This is an optimization exercise on Yosys and OpenROAD, whose aim is small area, a short achievable clock period and few clock cycles, not a production implementation.
Function was checked by simulation only, so behaviour that the tests miss may differ from the original.
No activity file was given, so power comes from the tool's default toggle rates.

**design/flow/config.mk**
```make
export PLATFORM = sky130hd
export DESIGN_NAME = fbcore
export DESIGN_NICKNAME = fbcore
export VERILOG_FILES = /design/flow/design.v
export SDC_FILE = /design/flow/constraint.sdc
export NUM_CORES = 4
export LEC_CHECK = 0
export ABC_AREA = 1
export CAP_MARGIN = 20
export CORE_MARGIN = 2
export CORE_UTILIZATION = 40
export SLEW_MARGIN = 20
```
**design/flow/constraint.sdc**
```tcl
create_clock -name core_clock -period 12.0 [get_ports {clk}]
set_input_delay 2.4000 -clock core_clock [delete_from_list [all_inputs] [get_ports {clk}]]
set_output_delay 2.4000 -clock core_clock [all_outputs]
set_load 0.01 [all_outputs]
```
**design/flow/design.v**
```verilog
module fbcore (
    input              clk,
    input              rst,             
    input              alloc_ok_mono,   
    input              alloc_ok_gray,
    input              cmd_valid,
    output reg         cmd_ready,
    input      [127:0] cmd,
    output reg         rsp_valid,
    output     [39:0]  rsp,             
    output reg         mem_en,
    output reg         mem_we,
    output reg         mem_gray,        
    output reg [17:0]  mem_addr,
    output reg [7:0]   mem_wdata,
    input      [7:0]   mem_rdata,
    output reg         pd_req,
    output reg         pd_commit,       
    output reg         pd_gray,         
    input              pd_done
);
    localparam [3:0] S_IDLE = 4'd0;    
    localparam [3:0] S_EXEC = 4'd1;    
    localparam [3:0] S_PD   = 4'd2;    
    localparam [3:0] S_CLIP = 4'd3;    
    localparam [3:0] S_ROT  = 4'd4;    
    localparam [3:0] S_A1   = 4'd5;    
    localparam [3:0] S_A2   = 4'd6;    
    localparam [3:0] S_A3   = 4'd7;    
    localparam [3:0] S_RECT = 4'd8;    
    localparam [3:0] S_L1   = 4'd9;    
    localparam [3:0] S_L2   = 4'd10;   
    localparam [3:0] S_L3   = 4'd11;   
    localparam [3:0] S_L4   = 4'd12;   
    localparam [3:0] S_L5   = 4'd13;   
    localparam [3:0] S_LINE = 4'd14;   
    localparam [3:0] S_FIN  = 4'd15;   
    reg [3:0]   state;
    reg [1:0]   rot;
    reg [31:0]  mode;
    reg         init_ok;
    reg         mmono, mgray;        
    wire [7:0]  opc   = cmd[127:120];
    reg  [1:0]  st;         
    reg  [1:0]  rsel;       
    reg         x_setrot, x_setmode, x_select, x_show;
    reg         w_one, h_f3, h_f2;
    reg         is_line;
    reg         cnz;        
    reg  [2:0]  col;        
    wire [7:0]  pat = mgray ? {1'b0, col, 1'b0, col} : {8{cnz}};
    reg  [15:0] X, Y;       
    reg  [15:0] C, Q;       
    reg  [16:0] E, D;       
    reg  [17:0] W;          
    reg  [7:0]  M;          
    reg         majX;       
    reg         sMaj, sMin; 
    reg         aval;       
    reg         steep;
    reg         first, dir; 
    wire [15:0] rdat = D[15:0];
    assign rsp = {6'd0, st, (rsel[1] ? mode : {16'd0, rsel[0] ? rdat : 16'd0})};
    reg         prd;        
    reg  [17:0] pa;         
    reg  [7:0]  rmask, pm;  
    wire        pipe_rdy = !prd;
    reg         push;
    reg  [7:0]  push_mask;
    wire        push_full = &push_mask;
    reg        opc_valid;
    reg [4:0]  zero_fields;    
    always @(*) begin
        opc_valid   = 1'b1;
        zero_fields = 5'b00000;
        case (opc)
            8'h01, 8'h02:                       zero_fields = 5'b01100;
            8'h03, 8'h04:                       zero_fields = 5'b01000;
            8'h05, 8'h06:                       zero_fields = 5'b00000;
            8'h07, 8'h08, 8'h11, 8'h14,
            8'h15, 8'h16, 8'h20:                zero_fields = 5'b11111;
            8'h10, 8'h12, 8'h13:                zero_fields = 5'b11100;
            default:                            opc_valid   = 1'b0;
        endcase
    end
    wire rsv_nonzero = (cmd[119:80] != 40'd0)
                     | (zero_fields[4] & (cmd[79:64] != 16'd0))
                     | (zero_fields[3] & (cmd[63:48] != 16'd0))
                     | (zero_fields[2] & (cmd[47:32] != 16'd0))
                     | (zero_fields[1] & (cmd[31:16] != 16'd0))
                     | (zero_fields[0] & (cmd[15:0]  != 16'd0));
    wire [1:0]  d_st = !init_ok    ? 2'd3 :
                       !opc_valid  ? 2'd1 :
                       rsv_nonzero ? 2'd2 : 2'd0;
    wire        draw_on = mmono | mgray;
    wire        op_rect = (opc == 8'h01) | (opc == 8'h02) | (opc == 8'h03)
                        | (opc == 8'h04) | (opc == 8'h05);
    wire        op_line = (opc == 8'h06);
    wire [9:0]  lw = rot[0] ? 10'd600 : 10'd800;
    wire [9:0]  lh = rot[0] ? 10'd800 : 10'd600;
    reg  [17:0] ax_a, ax_b, ay_a, ay_b;
    reg         ax_c, ay_c;
    wire [17:0] AX = ax_a + ax_b + {17'd0, ax_c};
    wire [16:0] AY = ay_a[16:0] + ay_b[16:0] + {16'd0, ay_c};
    wire [16:0] rw = w_one ? 17'd1 : {C[15], C};
    wire [16:0] rh = h_f3 ? {Q[15], Q} : h_f2 ? {C[15], C} : 17'd1;
    wire [8:0]  blo = mgray ? X[9:1] : {2'b00, X[9:3]};
    wire [8:0]  bhi = mgray ? C[9:1] : {2'b00, C[9:3]};
    wire [15:0] lux = rot[0] ? Y : X;
    wire [15:0] luy = rot[0] ? X : Y;
    wire        negx = rot[0] ^ rot[1];
    wire        negy = rot[1];
    always @(*) begin
        ax_a = 18'd0; ax_b = 18'd0; ax_c = 1'b0;
        ay_a = 18'd0; ay_b = 18'd0; ay_c = 1'b0;
        case (state)
            S_CLIP: begin
                ax_a = {{2{X[15]}}, X};  ax_b = {rw[16], rw};
                ay_a = {{2{Y[15]}}, Y};  ay_b = {rh[16], rh};
            end
            S_A1: begin    
                ax_a = mgray ? {Y[9:0], 8'd0} : {2'd0, Y[9:0], 6'd0};
                ax_b = mgray ? {1'b0, Y[9:0], 7'd0} : {3'd0, Y[9:0], 5'd0};
            end
            S_A2: begin    
                ax_a = {9'd0, bhi};  ax_b = {9'h1ff, ~blo};  ax_c = 1'b1;
                ay_a = {8'd0, Q[9:0]}; ay_b = {8'hff, ~Y[9:0]}; ay_c = 1'b1;
            end
            S_L1: begin    
                ax_a = {{2{C[15]}}, C};  ax_b = ~{{2{X[15]}}, X};  ax_c = 1'b1;
                ay_a = {{2{Q[15]}}, Q};  ay_b = ~{{2{Y[15]}}, Y};  ay_c = 1'b1;
            end
            S_L2: begin    
                ax_a = {1'b0, E ^ {17{E[16]}}};  ax_c = E[16];
                ay_a = {1'b0, D ^ {17{D[16]}}};  ay_c = D[16];
            end
            S_L3: begin    
                ax_a = {1'b0, E};  ax_b = ~{1'b0, D};  ax_c = 1'b1;
            end
            S_L5: begin    
                ax_a = {2'd0, ~lux};  ax_b = 18'd800;
                ay_a = {2'd0, ~luy};  ay_b = 18'd600;
            end
            default: ;
        endcase
    end
    wire [16:0] xe = AX[16:0];
    wire [16:0] ye = AY;
    wire ex = rw[16] | (rw == 17'd0) | (!X[15] & (X[14:0] >= {5'd0, lw}))
            | xe[16] | (xe == 17'd0);
    wire ey = rh[16] | (rh == 17'd0) | (!Y[15] & (Y[14:0] >= {5'd0, lh}))
            | ye[16] | (ye == 17'd0);
    wire [9:0] lxs = X[15] ? 10'd0 : X[9:0];
    wire [9:0] lys = Y[15] ? 10'd0 : Y[9:0];
    wire [9:0] lxe = (xe[15:10] != 6'd0 || xe[9:0] > lw) ? lw : xe[9:0];
    wire [9:0] lye = (ye[15:10] != 6'd0 || ye[9:0] > lh) ? lh : ye[9:0];
    wire [9:0] uxl = rot[0] ? Y[9:0] : X[9:0];
    wire [9:0] uxe = rot[0] ? Q[9:0] : C[9:0];
    wire [9:0] uyl = rot[0] ? X[9:0] : Y[9:0];
    wire [9:0] uye = rot[0] ? C[9:0] : Q[9:0];
    wire [9:0] txh = uxe - 10'd1;
    wire [9:0] tyh = uye - 10'd1;
    wire [9:0] mx_a = negx ? txh : uxl;
    wire [9:0] mx_b = negx ? uxl : txh;
    wire [9:0] my_a = negy ? tyh : uyl;
    wire [9:0] my_b = negy ? uyl : tyh;
    wire [9:0] pxl = negx ? 10'd799 - mx_a : mx_a;
    wire [9:0] pxh = negx ? 10'd799 - mx_b : mx_b;
    wire [9:0] pyl = negy ? 10'd599 - my_a : my_a;
    wire [9:0] pyh = negy ? 10'd599 - my_b : my_b;
    wire [7:0] lomask = mgray ? (X[0] ? 8'h0f : 8'hff) : (8'hff >> X[2:0]);
    wire [7:0] himask = mgray ? (Q[0] ? 8'hff : 8'hf0) : ~(8'h7f >> Q[2:0]);
    wire       rlast  = (C[8:0] == 9'd0);
    wire       at_l   = dir ? rlast : first;
    wire       at_r   = dir ? first : rlast;
    wire [7:0] rmask_c = (at_l ? lomask : 8'hff) & (at_r ? himask : 8'hff);
    wire        inb   = (X < 16'd800) & (Y < 16'd600);
    wire [7:0]  pbit  = mgray ? (X[0] ? 8'h0f : 8'hf0) : (8'h80 >> X[2:0]);
    wire [7:0]  fm    = M | (inb ? pbit : 8'h00);
    wire        llast = (C == 16'd0);
    wire [16:0] e1    = E - D;
    wire [16:0] e2    = E + {1'b0, Q};
    wire        minor = e1[16];
    wire        xneg  = majX ? sMaj : sMin;
    wire        yneg  = majX ? sMin : sMaj;
    wire        xedge = xneg ? (mgray ? !X[0] : (X[2:0] == 3'd0))
                             : (mgray ?  X[0] : (X[2:0] == 3'd7));
    wire        xmov  = majX | minor;
    wire        ymov  = !majX | minor;
    wire        bc    = ymov | (xmov & xedge);
    wire        lpush = bc & (fm != 8'h00);
    reg         wx, wxn, wy, wyn;    
    always @(*) begin
        if (state == S_RECT) begin
            wx = !rlast;  wxn = dir;  wy = rlast;  wyn = 1'b0;
        end else begin
            wx = xmov & xedge;  wxn = xneg;  wy = ymov;  wyn = yneg;
        end
    end
    reg  [17:0] wdelta;
    always @(*) begin
        casez ({mgray, wy, wyn, wx, wxn})
            5'b00?10: wdelta = 18'd1;
            5'b00?11: wdelta = 18'h3ffff;
            5'b01000, 5'b01001: wdelta = 18'd100;
            5'b01010: wdelta = 18'd101;
            5'b01011: wdelta = 18'd99;
            5'b01100, 5'b01101: wdelta = 18'h3ff9c;    
            5'b01110: wdelta = 18'h3ff9d;               
            5'b01111: wdelta = 18'h3ff9b;               
            5'b10?10: wdelta = 18'd1;
            5'b10?11: wdelta = 18'h3ffff;
            5'b11000, 5'b11001: wdelta = 18'd400;
            5'b11010: wdelta = 18'd401;
            5'b11011: wdelta = 18'd399;
            5'b11100, 5'b11101: wdelta = 18'h3fe70;    
            5'b11110: wdelta = 18'h3fe71;               
            5'b11111: wdelta = 18'h3fe6f;               
            default:  wdelta = 18'd0;
        endcase
    end
    wire [17:0] wa_b = (state == S_A2) ? (mgray ? {4'd0, Y[9:0], 4'd0} : {6'd0, Y[9:0], 2'd0})
                     : (state == S_A3) ? (mgray ? {9'd0, X[9:1]} : {11'd0, X[9:3]})
                     : wdelta;
    wire [17:0] WA = W + wa_b;
    wire [15:0] xstep = X + {{15{xneg}}, 1'b1};
    wire [15:0] ystep = Y + {{15{yneg | (state == S_RECT)}}, 1'b1};
    wire [15:0] cdec  = C - 16'd1;
    always @(*) begin
        push      = 1'b0;
        push_mask = rmask_c;
        if (state == S_RECT) begin
            push      = pipe_rdy;
        end else if (state == S_LINE) begin
            push_mask = fm;
            if (aval & inb) begin
                if (llast) push = pipe_rdy & (fm != 8'h00);
                else       push = pipe_rdy & lpush;
            end
        end
    end
    always @(posedge clk) begin
        if (rst) begin
            state     <= S_IDLE;
            rot       <= 2'd0;
            mode      <= 32'hFFFF_FFFF;
            mmono     <= 1'b0;
            mgray     <= 1'b0;
            init_ok   <= alloc_ok_mono & alloc_ok_gray;
            cmd_ready <= 1'b1;
            rsp_valid <= 1'b0;
            pd_req    <= 1'b0;
            mem_en    <= 1'b0;
            prd       <= 1'b0;
        end else begin
            rsp_valid <= 1'b0;
            prd <= mem_en & !mem_we;
            pa  <= mem_addr;
            pm  <= rmask;
            if (prd) begin
                mem_en    <= 1'b1;
                mem_we    <= 1'b1;
                mem_addr  <= pa;
                mem_wdata <= (mem_rdata & ~pm) | (pat & pm);
            end else if (push) begin
                mem_en    <= 1'b1;
                mem_we    <= push_full;
                mem_addr  <= W;
                mem_wdata <= pat;
                rmask     <= push_mask;
            end else begin
                mem_en    <= 1'b0;
            end
            case (state)
                S_IDLE: begin
                    if (cmd_valid) begin
                        cmd_ready <= 1'b0;
                        X     <= cmd[15:0];
                        Y     <= cmd[31:16];
                        C     <= cmd[47:32];
                        Q     <= cmd[63:48];
                        cnz   <= (cmd[79:64] != 16'd0);
                        col   <= cmd[66:64];
                        st    <= d_st;
                        rsel  <= 2'd0;
                        x_setrot  <= (opc == 8'h10);
                        x_setmode <= (opc == 8'h12);
                        x_select  <= (opc == 8'h13);
                        x_show    <= (opc == 8'h20);
                        w_one     <= (opc == 8'h01) | (opc == 8'h02) | (opc == 8'h04);
                        h_f3      <= (opc == 8'h05);
                        h_f2      <= (opc == 8'h04);
                        is_line   <= op_line;
                        if (d_st == 2'd1) begin
                            rsel <= 2'd1;
                            D    <= {9'd0, opc};
                        end else if (d_st == 2'd0) begin
                            case (opc)
                                8'h11: begin rsel <= 2'd1; D <= {15'd0, rot}; end
                                8'h14: rsel <= 2'd2;
                                8'h15: begin rsel <= 2'd1; D <= {7'd0, lw}; end
                                8'h16: begin rsel <= 2'd1; D <= {7'd0, lh}; end
                                default: ;
                            endcase
                        end
                        if (d_st == 2'd0 && draw_on && op_rect)
                            state <= S_CLIP;
                        else if (d_st == 2'd0 && draw_on && op_line)
                            state <= S_L1;
                        else
                            state <= S_EXEC;
                    end
                end
                S_EXEC: begin
                    state     <= S_IDLE;
                    rsp_valid <= 1'b1;
                    cmd_ready <= 1'b1;
                    if (st == 2'd0) begin
                        if (x_setrot) rot <= X[1:0];
                        if (x_setmode | (x_select & ({Y, X} != mode))) begin
                            mode  <= {Y, X};
                            mmono <= ({Y, X} == 32'd1);
                            mgray <= ({Y, X} == 32'd3);
                        end
                        if ((x_select & ({Y, X} != mode)) | x_show) begin
                            pd_req    <= 1'b1;
                            pd_commit <= x_show;
                            pd_gray   <= x_show ? !mmono : ({Y, X} != 32'd1);
                            state     <= S_PD;
                            rsp_valid <= 1'b0;
                            cmd_ready <= 1'b0;
                        end
                    end
                end
                S_PD: begin
                    if (pd_done) begin
                        pd_req    <= 1'b0;
                        rsp_valid <= 1'b1;
                        cmd_ready <= 1'b1;
                        state     <= S_IDLE;
                    end
                end
                S_CLIP: begin
                    mem_gray <= mgray;
                    if (ex | ey) begin
                        rsp_valid <= 1'b1;
                        cmd_ready <= 1'b1;
                        state     <= S_IDLE;
                    end else begin
                        X[9:0] <= lxs;
                        C[9:0] <= lxe;
                        Y[9:0] <= lys;
                        Q[9:0] <= lye;
                        state  <= S_ROT;
                    end
                end
                S_ROT: begin
                    X[9:0] <= pxl;
                    C[9:0] <= pxh;
                    Y[9:0] <= pyl;
                    Q[9:0] <= pyh;
                    state  <= S_A1;
                end
                S_A1: begin
                    W     <= AX;
                    state <= S_A2;
                end
                S_A2: begin
                    W <= WA;
                    if (!is_line) begin
                        C[8:0] <= AX[8:0];
                        D[8:0] <= AX[8:0];
                        Y[9:0] <= AY[9:0];
                        Q[2:0] <= C[2:0];
                    end
                    state <= S_A3;
                end
                S_A3: begin
                    W     <= WA;
                    first <= 1'b1;
                    dir   <= 1'b0;
                    aval  <= 1'b1;
                    state <= is_line ? S_LINE : S_RECT;
                end
                S_RECT: begin
                    if (pipe_rdy) begin
                        W <= WA;
                        if (rlast) begin
                            if (Y[9:0] == 10'd0) begin
                                state <= S_FIN;
                            end else begin
                                Y[9:0] <= ystep[9:0];
                                C[8:0] <= D[8:0];
                                dir    <= !dir;
                                first  <= 1'b1;
                            end
                        end else begin
                            C[8:0] <= cdec[8:0];
                            first  <= 1'b0;
                        end
                    end
                end
                S_L1: begin
                    mem_gray <= mgray;
                    E <= AX[16:0];
                    D <= AY;
                    state <= S_L2;
                end
                S_L2: begin
                    sMaj  <= E[16];     
                    sMin  <= D[16];     
                    E     <= AX[16:0];
                    D     <= AY;
                    state <= S_L3;
                end
                S_L3: begin
                    steep <= AX[17];    
                    state <= S_L4;
                end
                S_L4: begin
                    if (steep ? sMin : sMaj) begin
                        X <= C;
                        Y <= Q;
                    end
                    if (steep ? sMin : sMaj)
                        sMin <= !(steep ? sMaj : sMin);
                    else
                        sMin <= !(!(steep ? sMaj : sMin) & ((steep ? E : D) != 17'd0));
                    E     <= steep ? D : E;      
                    D     <= steep ? E : D;      
                    C     <= steep ? D[15:0] : E[15:0];
                    state <= S_L5;
                end
                S_L5: begin
                    X     <= negx ? AX[15:0] : lux;
                    Y     <= negy ? AY[15:0] : luy;
                    Q     <= e1[15:0];                   
                    E     <= {2'b00, C[15:1]};           
                    majX  <= steep ? rot[0] : !rot[0];
                    sMaj  <= steep ? (rot[0] ^ rot[1]) : rot[1];
                    sMin  <= sMin ^ (steep ? rot[1] : (rot[0] ^ rot[1]));
                    aval  <= 1'b0;
                    M     <= 8'h00;
                    state <= S_LINE;
                end
                S_LINE: begin
                    if (!aval & inb) begin
                        state <= S_A1;
                    end else if (aval & !inb) begin
                        state <= S_FIN;
                    end else if (llast) begin
                        if (push | (fm == 8'h00))
                            state <= S_FIN;
                    end else if (!lpush | pipe_rdy) begin
                        C <= cdec;
                        E <= minor ? e2 : e1;
                        M <= bc ? 8'h00 : fm;
                        if (xmov) X <= xstep;
                        if (ymov) Y <= ystep;
                        if (aval) W <= WA;
                    end
                end
                S_FIN: begin
                    if (!prd & !(mem_en & !mem_we)) begin
                        rsp_valid <= 1'b1;
                        cmd_ready <= 1'b1;
                        state     <= S_IDLE;
                    end
                end
                default: state <= S_IDLE;
            endcase
        end
    end
endmodule
```
**design/flow/run.sh**
```bash
#!/bin/bash
# synth_recipe.tcl (not shown) runs the flow's synth.tcl, then flattens the netlist and writes it again
# the make line also repeats each setting of config.mk as NAME=value (left out here)
make -C /OpenROAD-flow-scripts/flow DESIGN_CONFIG=/design/flow/config.mk WORK_HOME=/design/flow/orfs CLKGATE_MAP_FILE= SYNTH_SCRIPT=/design/flow/synth_recipe.tcl finish
```
==> impl_metrics.yaml <==
power:
  seqPwrFrac: 0.412
  ir_worst_vdd_uv: 91.8
  switching_power_uw: 826
  static-leakage-power_uw: 0.0133
  p_int_uw: 1700
  switching_share: 0.326
  pwr-share-comb: 0.183
  p_clk_frac: 0.405
  p_per_area_mw_per_mm2: 84.1
grt:
  grt_max_degree: 63
  grt_pass1_vias: 28536
  grt_util_all_layers: 0.422
  grt_pass1_wl_um: 203000
  antenna_found_initial: 12
  grt_overflow: 0
layout:
  layout-drive-gt1-share: 0.0560
  multi_input_area_mm2: 0.0163
  area_growth_pct: 16.2
  seqCellArea_mm2: 0.00727
  fillerInstances: 6789
  nets: 4360
  final_cells: 4953
clock_network:
  cts_tree: "built"
  cts-root-buf: "clkbuf_16"
  post_cts_resized: 0
  cts_setup_buffers: 0
  clock_sinks: 257
  clk_pin_slew_ns: 0.06
  postCtsHoldBufs: 0
  ctsHtreeMaxLevel: 2
  cts_made_buffers: 34
  clock_latency_ns: 0.59
  clockBufferDepth: 3
sta:
  fin_setup_tns_ns: 0
  fin_ws_ns: 5.71
  skew_ns: 0.0273
  finalCritPeriodShare: 0.524
  hold_violations: 0
  max_slew_margin: 0.219
  final-setup-viol-count: 0
  fmax_ghz: 0.159
  maxSlewViolCount: 0
  period_needed_ns: 6.29
  tightest_slew_ns: 1.16
  rsz0062_at_grt: "no"
setup_path:
  crit_type: "reg2reg"
  end_kind: "flip-flop"
  startpoint_type: "flip-flop"
  crit_arrival_ns: 6.49
  cp_max_fo: 44
  critPathRequiredTime_ns: 12.20
  reg2reg_depth: 26
synthesis:
  yosys-top-cells-area: "edfxtp_1 25%, nand2_1 15%, ha_1 6.9%, inv_1 6.2%, o21ai_0 6.1%"
  ys_async_sr_fraction: 0
  syn_inst: 3894
  synth_edf_count: 212
  synth_top_cell_by_area: "edfxtp_1"
  synth_ff_type: "edfxtp_1"
  avgSynthCellArea_um2: 6.65
  yosys_register_bits: 257
  syn_area_mm2: 0.0259
  synth_top_area_share: 0.246
  yosysUniqueCellTypes: 69
  ys_seq_area_frac: 0.281
  yosys_warnings: 1
hold_path:
  hold_depth: 0
  hold_path_class: "reg2reg"
floorplan:
  dieArea_mm2: 0.0668
  die_h_um: 258
  die_w_um: 258
  io_pins: 216
  fp-row-count: 93
  start_util: 0.403
  core_area_mm2: 0.0642
drt:
  vias: 30840
  drtIter0Drc: 4429
  viasPerCell: 6.23
  drc: 0
  wire_per_inst_um: 29.3
  ant_nets: 0
  wirelength_um: 145000
  first_pass_iters: 8
status:
  outcome: "no timing/DRC/antenna violations"
placed_design:
  dp.final_hpwl_um: 113000
  dp_slack_ns: 6.04
  dp_cells: 4885
  port_buffers: 209
  gp_congestion: 1.12
run:
  cap_viol_max_count: 0
[flip-flops by register name, indices dropped and copies added, names as in the netlist, 3 cells and up]
signal,cells
Y,16
W,18
pa,18
mem_addr,18
mode,32
state,4
Q,16
mem_wdata,8
M,8
X,16
D,17
pm,8
E,17
col,3
rmask,8
C,16
[final timing paths]
path                            endpoint     start  slack, ns
worst max-delay path                X[8]  state[3]       5.71
worst min register to register     pm[0]  rmask[0]       0.42
worst max register to register      X[8]  state[3]       5.71
worst min-delay path               pm[0]  rmask[0]       0.42
[worst max-delay path, cell delays in order (launching register included)]
cell and delay (ns):
dfxtp_1 0.34, nand2_1 0.35, nor2_4 0.17, inv_2 0.07, buf_4 0.49, buf_4 0.57
o22ai_1 0.14, a2111o_1 0.39, fa_1 0.48, inv_1 0.15, fa_1 0.23, inv_1 0.09
nand3_1 0.09, nand2_1 0.10, nand3_1 0.10, nand3_1 0.09, nand2_1 0.06, nand2_1 0.16
nand2_1 0.11, nor2_1 0.06, nand3_1 0.20, nand3_1 0.17, nor2_2 0.16, nor2_2 0.11
inv_1 0.22, nand2_1 0.07, nor2_1 0.64
[routing by layer]
layer  up-vias  global-route usage  routed length (um)
met5         -                   0                  40
met4         6               0.319               12800
met1     14370               0.536               55200
met2      2132               0.609               59100
li1      13762                   -                   -
met3       570               0.115               17700
[synthesized netlist by cell type (all sizes together), types with 2 or more instances]
| cell type | number |
|---|---|
| a221oi | 16 |
| nand2 | 1023 |
| xor2 | 61 |
| a32oi | 9 |
| nor2 | 411 |
| and2 | 3 |
| a41oi | 2 |
| buf | 52 |
| xnor2 | 29 |
| or2 | 33 |
| a311oi | 3 |
| and3 | 4 |
| dfxtp | 45 |
| clkbuf | 99 |
| nand3b | 13 |
| mux2 | 6 |
| a211oi | 18 |
| a2111o | 4 |
| a2111oi | 4 |
| fa | 9 |
| nor3b | 2 |
| edfxtp | 212 |
| nor4 | 26 |
| a21o | 11 |
| inv | 447 |
| a22oi | 26 |
| o221ai | 22 |
| o22ai | 59 |
| a31oi | 14 |
| clkinv | 10 |
| nand4 | 69 |
| nand3 | 237 |
| o21bai | 10 |
| o21ai | 342 |
| nor3 | 44 |
| o211ai | 69 |
| o311ai | 4 |
| ha | 143 |
| o31ai | 6 |
| o2111ai | 47 |
| o21a | 9 |
| mux2i | 2 |
| a21oi | 231 |
[cell families after synthesis]
| group | after synthesis | synth area share |
|---|---|---|
| AND/OR/NAND/NOR | 1866 | 0.303 |
| AO/OA/AOI/OAI | 912 | 0.214 |
| buffers and inverters | 608 | 0.0921 |
| flip-flops | 257 | 0.281 |
| adder cells (fa/ha/maj) | 152 | 0.0761 |
| XOR/XNOR | 90 | 0.0304 |
| multiplexers | 8 | 0.00387 |
| other | 1 | 0.000145 |
[layout by cell type (no fill, tap or decap), types with 69 or more instances in the layout]
cell type / synthesis / layout
a21oi_1: 231 / 231
buf_4: 12 / 73
clkdlybuf4s50_1: 0 / 209
edfxtp_1: 212 / 212
ha_1: 143 / 143
inv_1: 428 / 425
nand2_1: 1015 / 1013
nand3_1: 233 / 233
nand4_1: 69 / 69
nor2_1: 397 / 395
o211ai_1: 69 / 69
o21ai_0: 313 / 313
[stage by stage]
step | power, uW | hold slack [ns] | utilization | cell area (um2)
after floorplan | 1260 | 0.400 | - | 25900
after global placement | 1500 | 0.401 | 0.451 | 29000
after detailed placement | 1500 | 0.405 | 0.451 | 29000
after CTS | 2500 | 0.421 | 0.468 | 30100
after global routing | 2580 | 0.431 | 0.468 | 30100
final | 2530 | 0.420 | 0.468 | 30100
[layout make-up]
type                            count  share of cell area
Clock buffer                       43              0.0301
Timing Repair Buffer              282              0.0878
Tap cell                          855              0.0356
Clock inverter                     19             0.00524
Multi-Input combinational cell   3034               0.542
Sequential cell                   257               0.242
Inverter                          457              0.0570
Antenna cell                        6            0.000499
[power by group through the flow]
stage                     Combinational [uW]  Clock (uW)  Sequential, uW
after floorplan                          236           0            1030
after global placement                   440           0            1060
after detailed placement                 439           0            1060
after CTS                                442        1020            1040
after global routing                     485        1050            1040
final                                    462        1030            1040
Testbench counts, summed over its fixed seeds: cycles 627,966.

==> what the ideal ports hide <==
The flow's constraints put no driver on any port. The routed layout listed below was extracted and timed again, unchanged, in two steps.
Step 1 (the two cells are an assumption about what drives the block):
set clk [get_ports {clk}]
set_driving_cell -lib_cell sky130_fd_sc_hd__clkbuf_16 $clk
set_driving_cell -lib_cell sky130_fd_sc_hd__buf_2 [delete_from_list [all_inputs] $clk]
Step 2 times the ports against the registers' clock, not the clock port: input delays grow and output delays shrink by t, the midpoint of the rising clock arrivals with the driver on.
Slacks: ideal ports / drivers / drivers and shift; pairs: ideal ports / drivers.
t (ns): 0.645
setup slack, ns: 5.710 / 5.710 / 5.710
worst hold slack (ns): 0.420 / 0.420 / 0.420
worst setup path at the end: register to register
After both steps setup and hold are still met in this run. The setup slack of this run moves by 0.000 ns with the drivers and by 0.000 ns with both steps.
